This design comes from an exercise in tuning for small area, a short achievable clock period and few clock cycles on the open sky130 flow, not from production work. No functional check of the RTL was part of this run. Power is estimated from default activity; no workload was simulated.

**flow/config.mk**
```make
export PLATFORM = sky130hd
export DESIGN_NAME = lemon_xfer
export DESIGN_NICKNAME = lemon_xfer
export VERILOG_FILES = /design/flow/design.v
export SDC_FILE = /design/flow/constraint.sdc
export NUM_CORES = 4
export LEC_CHECK = 0
export CAP_MARGIN = 20
export CORE_MARGIN = 2
export CORE_UTILIZATION = 40
export SLEW_MARGIN = 20
```
**flow/constraint.sdc**
```tcl
create_clock -name core_clock -period 17.5 [get_ports {clk}]
set_input_delay 3.5000 -clock core_clock [delete_from_list [all_inputs] [get_ports {clk}]]
set_output_delay 3.5000 -clock core_clock [all_outputs]
set_load 0.01 [all_outputs]
```
**flow/design.v**
```verilog
module lemon_xfer (
    input  wire        clk,
    input  wire        rst,
    input  wire        start,
    input  wire [31:0] cfg_in_addr,
    input  wire [31:0] cfg_out_addr,
    input  wire [15:0] cfg_in_width,
    input  wire [15:0] cfg_out_width,
    input  wire [15:0] cfg_out_height,
    input  wire [2:0]  cfg_in_fmt,
    input  wire [2:0]  cfg_out_fmt,
    input  wire [1:0]  cfg_scaling,
    input  wire        cfg_flip,
    input  wire        cfg_in_linear,
    input  wire        cfg_dont_swizzle,
    output wire        busy,
    output wire        done,
    output wire        error,
    output reg         mem_req,
    output reg         mem_we,
    output reg  [31:0] mem_addr,
    output reg  [31:0] mem_wdata,
    output reg  [3:0]  mem_be,
    input  wire        mem_ack,
    input  wire [31:0] mem_rdata
);
    localparam S_IDLE = 3'd0;
    localparam S_SET1 = 3'd1;
    localparam S_SET2 = 3'd2;
    localparam S_SET3 = 3'd3;
    localparam S_PRE  = 3'd4;
    localparam S_RUN  = 3'd5;
    localparam S_DONE = 3'd6;
    localparam S_ERR  = 3'd7;
    reg [2:0] state;
    reg [2:0]  ifmt, ofmt;
    reg [1:0]  scal;
    reg        stiled, dtiled, flip, bad;
    reg [15:0] ow;
    reg [31:0] sp, srow, dp, drow;
    reg [21:0] sbig, dbig;        
    reg [15:0] xrem, yrem;        
    reg [2:0]  xlo;               
    reg [2:0]  ylo;               
    reg [2:0]  oylo;              
    reg        dir;               
    reg [1:0]  k;                 
    reg        px;                
    reg        rdone;             
    reg [31:0] rdat;
    reg        rv;
    reg        t_k0, t_lastb, t_px, t_gend, t_rowend, t_pair, t_jmp, t_last;
    reg [1:0]  t_jsel;
    reg [9:0]  acc_r, acc_g, acc_b, acc_a;
    reg        wpend;
    reg        w_rowend, w_pair, w_jmp, w_last;
    reg [1:0]  w_jsel;
    assign busy  = (state != S_IDLE) && (state != S_DONE) && (state != S_ERR);
    assign done  = (state == S_DONE);
    assign error = (state == S_ERR);
    wire hs  = scal[0] | scal[1];
    wire vs  = scal[1];
    wire bi2 = ifmt[2] | ifmt[1];       
    wire bi3 = (ifmt == 3'd1);
    wire bo2 = ofmt[2] | ofmt[1];
    wire bo3 = (ofmt == 3'd1);
    wire n1  = !hs;
    wire n4  = vs;
    wire dual = bi2 & n1 & bo2;
    wire [1:0] last_k = bi2 ? {1'b0, n4} : (n1 ? 2'd0 : n4 ? 2'd3 : 2'd1);
    wire pair = bo2 & (xrem != 16'd1);
    wire [2:0] xcur = xlo + {2'd0, px};
    wire [1:0] jsel = hs ? xcur[1:0] : xcur[2:1];
    reg  [5:0] jidx;                    
    always @(*) begin
        case ({vs, jsel})
            3'b000, 3'b010: jidx = 6'd2;
            3'b001:         jidx = 6'd10;
            3'b011:         jidx = 6'd42;
            3'b100, 3'b110: jidx = 6'd0;
            3'b101:         jidx = 6'd8;
            default:        jidx = 6'd40;
        endcase
    end
    wire [7:0] jb3 = {2'b0, jidx} + {1'b0, jidx, 1'b0};
    wire [7:0] sjump = bi2 ? {1'b0, jidx, 1'b0} : bi3 ? jb3 : {jidx, 2'b0};
    wire [2:0] rb = bi2 ? ((n1 & !dual) ? 3'd2 : 3'd4) : bi3 ? 3'd3 : 3'd4;
    wire last_beat  = (k == last_k);
    wire run_end    = stiled & last_beat & (hs | dual | xcur[0]);
    wire pix_last   = dual ? 1'b1 : (px == pair);           
    wire grp_rowend = (xrem == (pair ? 16'd2 : 16'd1));
    wire row_last_r = last_beat & pix_last & grp_rowend;
    wire [7:0] sstep = {5'd0, rb} + (run_end ? sjump : 8'd0);
    wire [2:0] xgl = xlo + {2'd0, pair};
    wire g_jmp = dtiled & xgl[0];
    reg [7:0] silb;
    always @(*) begin
        case ({vs, vs ? {1'b0, ylo[1:0]} : ylo})
            4'b0000, 4'b0010, 4'b0100, 4'b0110: silb = 8'd2;
            4'b0001, 4'b0101:                   silb = 8'd6;
            4'b0011:                            silb = 8'd22;
            4'b1000, 4'b1010:                   silb = 8'd8;
            default:                            silb = 8'd24;
        endcase
        silb = bi2 ? {silb[6:0], 1'b0} : bi3 ? (silb + {silb[6:0], 1'b0}) : {silb[5:0], 2'b0};
    end
    wire swrap = !stiled | (vs ? (ylo[1:0] == 2'd3) : (ylo == 3'd7));
    wire [31:0] srd = swrap ? {{10{sbig[21]}}, sbig} : {24'd0, silb};
    reg [5:0] dj;
    always @(*) begin
        case (w_jsel)
            2'd0, 2'd2: dj = 6'd2; 2'd1: dj = 6'd10; default: dj = 6'd42;
        endcase
    end
    wire [7:0] djb = bo2 ? {1'b0, dj, 1'b0} : bo3 ? ({2'b0, dj} + {1'b0, dj, 1'b0}) : {dj, 2'b0};
    wire [2:0] wb = bo2 ? (w_pair ? 3'd4 : 3'd2) : bo3 ? 3'd3 : 3'd4;
    wire [7:0] dstep = {5'd0, wb} + (w_jmp ? djb : 8'd0);
    wire [2:0] oyj = dir ? (oylo - 3'd1) : oylo;
    reg [7:0] dilb;
    always @(*) begin
        case (oyj)
            3'd0, 3'd2, 3'd4, 3'd6: dilb = 8'd2;
            3'd1, 3'd5: dilb = 8'd6;
            default: dilb = 8'd22;
        endcase
        dilb = bo2 ? {dilb[6:0], 1'b0} : bo3 ? (dilb + {dilb[6:0], 1'b0}) : {dilb[5:0], 2'b0};
    end
    wire dwrap = !dtiled | (oyj == 3'd7);
    wire [31:0] dfwd = dwrap ? {{10{dbig[21]}}, dbig} : {24'd0, dilb};
    wire        r_dst = mem_we | (state == S_PRE);
    wire [31:0] r_a   = r_dst ? drow : srow;
    wire [31:0] r_b   = r_dst ? (dir ? ~dfwd : dfwd) : srd;
    wire [31:0] row_nx = r_a + r_b + {31'd0, r_dst & dir};
    wire [31:0] ptr_nx = mem_addr + {24'd0, mem_we ? dstep : sstep};
    function [31:0] dec16(input [2:0] f, input [15:0] p);
        case (f)
            3'd2:    dec16 = {p[15:11], p[15:13], p[10:5], p[10:9], p[4:0], p[4:2], 8'hFF};
            3'd3:    dec16 = {p[15:11], p[15:13], p[10:6], p[10:8], p[5:1], p[5:3], {8{p[0]}}};
            default: dec16 = {p[15:12], p[15:12], p[11:8], p[11:8], p[7:4], p[7:4], p[3:0], p[3:0]};
        endcase
    endfunction
    wire [31:0] d_lo = dec16(ifmt, rdat[15:0]);
    wire [31:0] d_hi = dec16(ifmt, rdat[31:16]);
    wire [31:0] d_w  = ifmt[0] ? {rdat[23:0], 8'hFF} : rdat;
    wire [31:0] s0   = bi2 ? d_lo : d_w;
    wire        two  = bi2 & !n1;
    wire [8:0]  s_r = {1'b0, s0[31:24]} + (two ? {1'b0, d_hi[31:24]} : 9'd0);
    wire [8:0]  s_g = {1'b0, s0[23:16]} + (two ? {1'b0, d_hi[23:16]} : 9'd0);
    wire [8:0]  s_b = {1'b0, s0[15:8]}  + (two ? {1'b0, d_hi[15:8]}  : 9'd0);
    wire [8:0]  s_a = {1'b0, s0[7:0]}   + (two ? {1'b0, d_hi[7:0]}   : 9'd0);
    wire [9:0]  t_r = (t_k0 ? 10'd0 : acc_r) + {1'b0, s_r};
    wire [9:0]  t_g = (t_k0 ? 10'd0 : acc_g) + {1'b0, s_g};
    wire [9:0]  t_b = (t_k0 ? 10'd0 : acc_b) + {1'b0, s_b};
    wire [9:0]  t_a = (t_k0 ? 10'd0 : acc_a) + {1'b0, s_a};
    wire [7:0]  cr = n1 ? t_r[7:0] : n4 ? t_r[9:2] : t_r[8:1];
    wire [7:0]  cg = n1 ? t_g[7:0] : n4 ? t_g[9:2] : t_g[8:1];
    wire [7:0]  cb = n1 ? t_b[7:0] : n4 ? t_b[9:2] : t_b[8:1];
    wire [7:0]  ca = n1 ? t_a[7:0] : n4 ? t_a[9:2] : t_a[8:1];
    function [15:0] enc16(input [2:0] f, input [31:0] c);
        case (f)
            3'd2:    enc16 = {c[31:27], c[23:18], c[15:11]};
            3'd3:    enc16 = {c[31:27], c[23:19], c[15:11], c[7]};
            default: enc16 = {c[31:28], c[23:20], c[15:12], c[7:4]};
        endcase
    endfunction
    wire [31:0] cpix = {cr, cg, cb, ca};
    wire [15:0] e_lo = enc16(ofmt, cpix);
    wire [15:0] e_hi = enc16(ofmt, d_hi);
    wire [31:0] e_w  = ofmt[0] ? {8'd0, cr, cg, cb} : cpix;
    wire run    = (state == S_RUN);
    wire rd_ack = run & mem_req & !mem_we & mem_ack;
    wire wr_ack = run & mem_req &  mem_we & mem_ack;
    wire p_stall = t_lastb & wpend & !wr_ack;
    wire p_go    = rv & !p_stall;                       
    wire p_wfin  = p_go & t_lastb & t_gend;             
    wire wpend_nx = (wpend & !wr_ack) | p_wfin;
    wire rdone_nx = rdone | (rd_ack & row_last_r & (yrem == 16'd1));
    wire wlast_ack = wr_ack & w_last;
    wire [31:0] sp_nx = rd_ack ? (row_last_r ? row_nx : ptr_nx) : sp;
    wire [31:0] dp_nx = wr_ack ? (w_rowend ? row_nx : ptr_nx) : dp;
    wire cfg_bad = (cfg_scaling == 2'd3)
                || (cfg_in_linear && cfg_scaling != 2'd0)
                || (cfg_in_fmt  > 3'd4)
                || (cfg_out_fmt > 3'd4);
    wire [15:0] ow_h = hs ? {1'b0, ow[15:1]} : ow;
    wire [21:0] sb8  = {3'd0, sbig[15:0], 3'd0} - (vs ? 22'd40 : 22'd42);
    wire [21:0] db8  = {3'd0, ow_h, 3'd0} - 22'd42;
    wire        m_d  = (state == S_SET3);
    wire [21:0] m_in = m_d ? dbig : sbig;
    wire        m2   = m_d ? bo2 : bi2;
    wire        m3   = m_d ? bo3 : bi3;
    wire [21:0] m_out = m2 ? {m_in[20:0], 1'b0} : m3 ? (m_in + {m_in[20:0], 1'b0}) : {m_in[19:0], 2'b0};
    always @(posedge clk) begin
        if (rst) begin
            state   <= S_IDLE;
            mem_req <= 1'b0;
            mem_we  <= 1'b0;
        end else begin
            case (state)
                S_IDLE, S_DONE, S_ERR: begin
                    if (start) begin
                        sp     <= cfg_in_addr;
                        srow   <= cfg_in_addr;
                        mem_addr <= cfg_in_addr;
                        dp     <= cfg_out_addr;
                        drow   <= cfg_out_addr;
                        ifmt   <= cfg_in_fmt;
                        ofmt   <= cfg_out_fmt;
                        scal   <= cfg_scaling;
                        stiled <= !cfg_in_linear;
                        dtiled <= cfg_in_linear ^ cfg_dont_swizzle;
                        flip   <= cfg_flip;
                        bad    <= cfg_bad;
                        sbig   <= {6'd0, cfg_in_width};
                        ow     <= cfg_out_width;
                        yrem   <= cfg_out_height;
                        state  <= S_SET1;
                    end else begin
                        state <= S_IDLE;
                    end
                end
                S_SET1: begin
                    ow    <= ow_h;
                    yrem  <= vs ? {1'b0, yrem[15:1]} : yrem;
                    sbig  <= stiled ? sb8 : sbig;
                    dbig  <= dtiled ? db8 : {6'd0, ow_h};
                    xlo   <= 3'd0;
                    ylo   <= 3'd0;
                    oylo  <= 3'd0;
                    dir   <= 1'b0;
                    k     <= 2'd0;
                    px    <= 1'b0;
                    rv    <= 1'b0;
                    wpend <= 1'b0;
                    rdone <= 1'b0;
                    state <= bad ? S_ERR : S_SET2;
                end
                S_SET2: begin
                    sbig  <= m_out;
                    xrem  <= yrem - 16'd1;
                    state <= (ow == 16'd0 || yrem == 16'd0) ? S_DONE : S_SET3;
                end
                S_SET3: begin
                    dbig <= m_out;
                    if (flip) begin
                        state <= S_PRE;
                    end else begin
                        xrem    <= ow;
                        mem_req <= 1'b1;
                        state   <= S_RUN;
                    end
                end
                S_PRE: begin
                    if (xrem == 16'd0) begin
                        dp      <= drow;
                        dir     <= 1'b1;
                        xrem    <= ow;
                        mem_req <= 1'b1;
                        state   <= S_RUN;
                    end else begin
                        drow <= row_nx;
                        oylo <= oylo + 3'd1;
                        xrem <= xrem - 16'd1;
                    end
                end
                S_RUN: begin
                    if (rd_ack) begin
                        t_k0     <= (k == 2'd0);
                        t_lastb  <= last_beat;
                        t_px     <= px;
                        t_gend   <= pix_last;
                        t_rowend <= grp_rowend;
                        t_pair   <= pair;
                        t_jmp    <= g_jmp;
                        t_jsel   <= xgl[2:1];
                        t_last   <= grp_rowend & (yrem == 16'd1);
                        if (last_beat) begin
                            k <= 2'd0;
                            if (pix_last) begin
                                px <= 1'b0;
                                if (grp_rowend) begin
                                    xrem <= ow;
                                    xlo  <= 3'd0;
                                    yrem <= yrem - 16'd1;
                                    ylo  <= ylo + 3'd1;
                                    srow <= row_nx;
                                end else begin
                                    xrem <= xrem - (pair ? 16'd2 : 16'd1);
                                    xlo  <= xlo + (pair ? 3'd2 : 3'd1);
                                end
                            end else begin
                                px <= 1'b1;
                            end
                        end else begin
                            k <= k + 2'd1;
                        end
                    end
                    sp    <= sp_nx;
                    rdone <= rdone_nx;
                    if (rd_ack) begin
                        rdat <= mem_rdata;
                        rv   <= 1'b1;
                    end else if (p_go) begin
                        rv   <= 1'b0;
                    end
                    if (p_go) begin
                        acc_r <= t_r; acc_g <= t_g; acc_b <= t_b; acc_a <= t_a;
                        if (t_lastb) begin
                            if (bo2) begin
                                if (dual)
                                    mem_wdata <= {e_hi, e_lo};
                                else if (t_px)
                                    mem_wdata[31:16] <= e_lo;
                                else
                                    mem_wdata[15:0] <= e_lo;
                            end else begin
                                mem_wdata <= e_w;
                            end
                        end
                        if (p_wfin) begin
                            w_rowend <= t_rowend;
                            w_pair   <= t_pair;
                            w_jmp    <= t_jmp;
                            w_jsel   <= t_jsel;
                            w_last   <= t_last;
                            mem_be   <= bo2 ? (t_pair ? 4'b1111 : 4'b0011) : bo3 ? 4'b0111 : 4'b1111;
                        end
                    end
                    wpend <= wpend_nx;
                    if (wr_ack && w_rowend) begin
                        drow <= row_nx;
                        oylo <= dir ? oylo - 3'd1 : oylo + 3'd1;
                    end
                    dp <= dp_nx;
                    if (wlast_ack) begin
                        mem_req <= 1'b0;
                        mem_we  <= 1'b0;
                        state   <= S_DONE;
                    end else if (wpend_nx) begin
                        mem_req  <= 1'b1;
                        mem_we   <= 1'b1;
                        mem_addr <= dp_nx;
                    end else begin
                        mem_req  <= !rdone_nx;
                        mem_we   <= 1'b0;
                        mem_addr <= sp_nx;
                    end
                end
                default: state <= S_IDLE;
            endcase
        end
    end
endmodule
```
**flow/run.sh**
```bash
#!/bin/bash
# synth_recipe.tcl (not shown) runs the flow's synth.tcl, then flattens the netlist and writes it again
# the make line also repeats each setting of config.mk as NAME=value (left out here)
make -C /OpenROAD-flow-scripts/flow DESIGN_CONFIG=/design/flow/config.mk WORK_HOME=/design/flow/orfs CLKGATE_MAP_FILE= SYNTH_SCRIPT=/design/flow/synth_recipe.tcl finish
```
==> results_dict.tcl <==
set metrics [dict create \
    status "complete, no violations" \
    yosysTopAreaCell "edfxtp_1" \
    worst_pin_slew_ns 1.141 \
    synth_cells 3532 \
    reg2reg_from "scal[1]" \
    rrSetupSlack_ns 10.39 \
    firstDrtPassIters 6 \
    ys_seq_elements 407 \
    cts_setup_buffers 0 \
    rr_endpoint "mem_addr[31]" \
    grt_pass1_vias 26290 \
    final_nets 3994 \
    finalSetupTns_ns 0 \
    final_layout_size_suffix_gt1_frac 0.06476 \
    cts_buffers 49 \
    synth_top_area_frac 0.3887 \
    clkTransAtPathRegs_ns 0.06 \
    gp_congestion 0.9282 \
    synth_area_leaders "edfxtp_1 39%, nand2_1 6.8%, a21oi_1 5.2%" \
    final-seq-area_sq_um 12170 \
    setup_viol 0 \
    start_util 0.4022 \
    p_leak_nw 13.63 \
    hold_depth 0 \
    hold_path_class "flip-flop to flip-flop" \
    die_x_microns 282.6 \
    grt_overflow 0 \
    ys.flop_type "edfxtp_1" \
    crit_required_ns 17.90 \
    ctsHoldBuffers 0 \
    clock_insertion_delay_worst_skew_ns 0.65 \
    vias_per_cell 5.850 \
    wl_per_cell_microns 22.79 \
    synth_area_per_cell_sq_um 8.792 \
    synth_area_sq_um 31050 \
    cts_sinks 407 \
    syn2layout_area_growth_pct 15.63 \
    slowest_delay_ns 0.80 \
    power_mw 6.027 \
    hold_path_end "w_last" \
    num_io_pins 232 \
    dp_hpwl_microns 77550 \
    antenna_found_initial 1 \
    arrival_ns 7.51 \
    hold_viol 0 \
    htree_levels 2 \
    path_class "flip-flop to flip-flop" \
    clk_path_buf_depth 3 \
    io_buffers 229 \
    critPathMaxFanout 57 \
    grt_max_degree 66 \
    diodes 0 \
    cap_viol_max_count 0 \
    ys_warn_count 1 \
    most-common-layout-cells "563 x nand2_1, 402 x edfxtp_1, 321 x a21oi_1" \
    die-area_sq_um 79880 \
    async_flop_share 0 \
    vias 27770 \
    startpoint_type "flip-flop" \
    clock.fmax_mhz 140.6 \
    crit_path_end_kind "flip-flop" \
    drc_errors 0 \
    die_y_microns 282.6 \
    worstRegToRegCells 24 \
    ys_seq_area_frac 0.3919 \
    multi_input_area_sq_um 17460 \
    ir_drop_mv 0.1153 \
    synth-edff-count 402 \
    worstPathCellList "buf_4, clkinv_1, o21ai_0, a21oi_1, a21oi_4, o311a_1, nand2_1, nor3b_1, ha_1, inv_1, fa_1, nor3_2, xor2_1, o21ai_1, ha_1, a211o_1, nor3_1, o21a_1, nor4b_2, nor3b_1, xnor2_1, or2_2, a21oi_1, a211o_1" \
    period_minus_slack_ns 7.112 \
    cts_tree "done" \
    slew_headroom 0.2285 \
    skew_ns 0.04906 \
    core.rowCount 102 \
    drt_iter0_drc 2684 \
    ctsRootBufferMaster "clkbuf_16" \
    rsz0062_at_grt "no" \
    cellPowerDensity_nw_per_um2 167.8 \
    critPathTopFamily "compound AO/OA/AOI/OAI gates" \
    min-delay-start "t_last" \
    core-area_sq_um 77210 \
    layout_commonest_cell "nand2_1" \
    ys_types 110 \
    drv_slew 0 \
    finalCritPeriodShare 0.4064 \
    track_usage 0.2673 \
    cts_resized 0 \
    crit_buf_inv 3 \
    grt_pass1_wl_microns 162100 \
    nFillCells 7552 \
    slowest_stage "nor4b_2" \
    drt_wl_total_microns 108200 \
    antenna_left 0 \
]
-- final cells by class --
type,instances,share of cell area
multi-input combinational,2744,0.4863
sequential,407,0.3390
timing repair buffer,291,0.07679
tap,1040,0.03624
clock buffer,60,0.03530
inverter,174,0.01822
clock inverter,30,0.008223
-- sequential cells by signal, summed over array words and instances, names as in the netlist, 16 cells and up --
signal	count
drow	32
mem_wdata	32
ow	16
mem_addr	32
dp	32
rdat	32
sbig	22
sp	32
srow	32
xrem	16
dbig	22
yrem	16
-- metal layers --
| metal | global-route usage | up-vias | share of wire |
|---|---|---|---|
| li1 | - | 13040 | - |
| met1 | 0.3416 | 13420 | 0.41 |
| met2 | 0.4573 | 1097 | 0.49 |
| met3 | 0.03130 | 212 | 0.063 |
| met4 | 0.1122 | 2 | 0.044 |
| met5 | 0 | - | 0.00013 |
-- cell families after synthesis --
group	share of synthesized area
and+or+nand+nor	0.1776
muxes	0.04158
buffers and inverters	0.05125
adders and majority gates	0.07857
AOI/OAI and AO/OA	0.2098
DFF	0.3919
other	0.0001208
xor gates and xnor gates	0.04907
-- where the power goes --
part	internal [mW]	total (mW)	leakage (nW)	switching, mW
combinational	1.18	3.41	9.14	2.23
sequential	1.41	1.59	3.74	0.184
clock	0.566	1.02	0.752	0.456
-- worst max-delay path by stage --
stage	start	end	slack, ns	depth (start not counted)
after floorplan	mem_ack	yrem[0]	9.90	7
after global placement	mem_ack	mem_wdata[16]	10.22	10
after detailed placement	mem_ack	mem_wdata[16]	10.45	11
after CTS	scal[1]	mem_addr[31]	10.55	24
after global routing	scal[1]	dp[29]	9.98	24
final	scal[1]	mem_addr[31]	10.39	24
-- synth_stat cells, drive strengths merged, types with 25 or more instances --
cell,number
nor2b,31
edfxtp,402
xor2,54
nand2,563
o22ai,32
nand2b,57
o211ai,46
a21oi,325
xnor2,120
clkbuf,158
and2,26
inv,168
a31oi,28
o21ai,295
fa,45
buf,50
a21o,50
nand3,56
mux2i,96
a211oi,62
mux2,25
ha,123
nor3,64
a22oi,35
nor2,295
-- through the flow --
| step | cells | worst slack [ns] | instance area (sq um) | hold slack, ns | utilization |
|---|---|---|---|---|---|
| final | 4746 | 10.39 | 35910 | 0.3997 | 0.4651 |
| after global routing | 4746 | 9.984 | 35910 | 0.4227 | 0.4651 |
| after CTS | 4746 | 10.55 | 35910 | 0.4151 | 0.4651 |
| after detailed placement | 4656 | 10.45 | 34350 | 0.4124 | 0.4448 |
| after global placement | 4655 | 10.22 | 34340 | 0.4102 | 0.4447 |
| after floorplan | 3533 | 9.898 | 31060 | 0.4003 | - |
-- worst reg2reg max path: cells and delay by family (launching register included) --
family,cells,cell delay (ns)
AOI/OAI and AO/OA,9,2.16
and+or+nand+nor,7,1.90
buffers and inverters,3,1.27
adders and majority gates,3,0.90
xor gates and xnor gates,2,0.34
DFF,1,0.33

==> what the ideal ports hide <==
Ports are ideal in the flow. The routed layout listed here was re-timed in OpenROAD.
Step 1 assumes that a clkbuf_16 drives the clock port and a buf_2 every other input.
Step 2 adds t to the input delays and takes it off the output delays; t is the mean of the earliest and latest rising clock arrival at the registers after step 1. Input paths then give back, and output paths get back, about the clock's delay inside the block.
Three values: no drivers, after step 1, after step 2; two values: the first two.
t (ns): 0.693
slack for setup (ns): 10.388 / 10.388 / 10.388
clock arrival spread, ns: 0.050 / 0.050
worst register clock-pin slew, ns: 0.07 / 0.07
worst data-port slew with drivers (ns): 0.09
After both steps this run still meets setup and hold. The setup slack of this run moves by 0.000 ns with the drivers and by 0.000 ns with both steps.
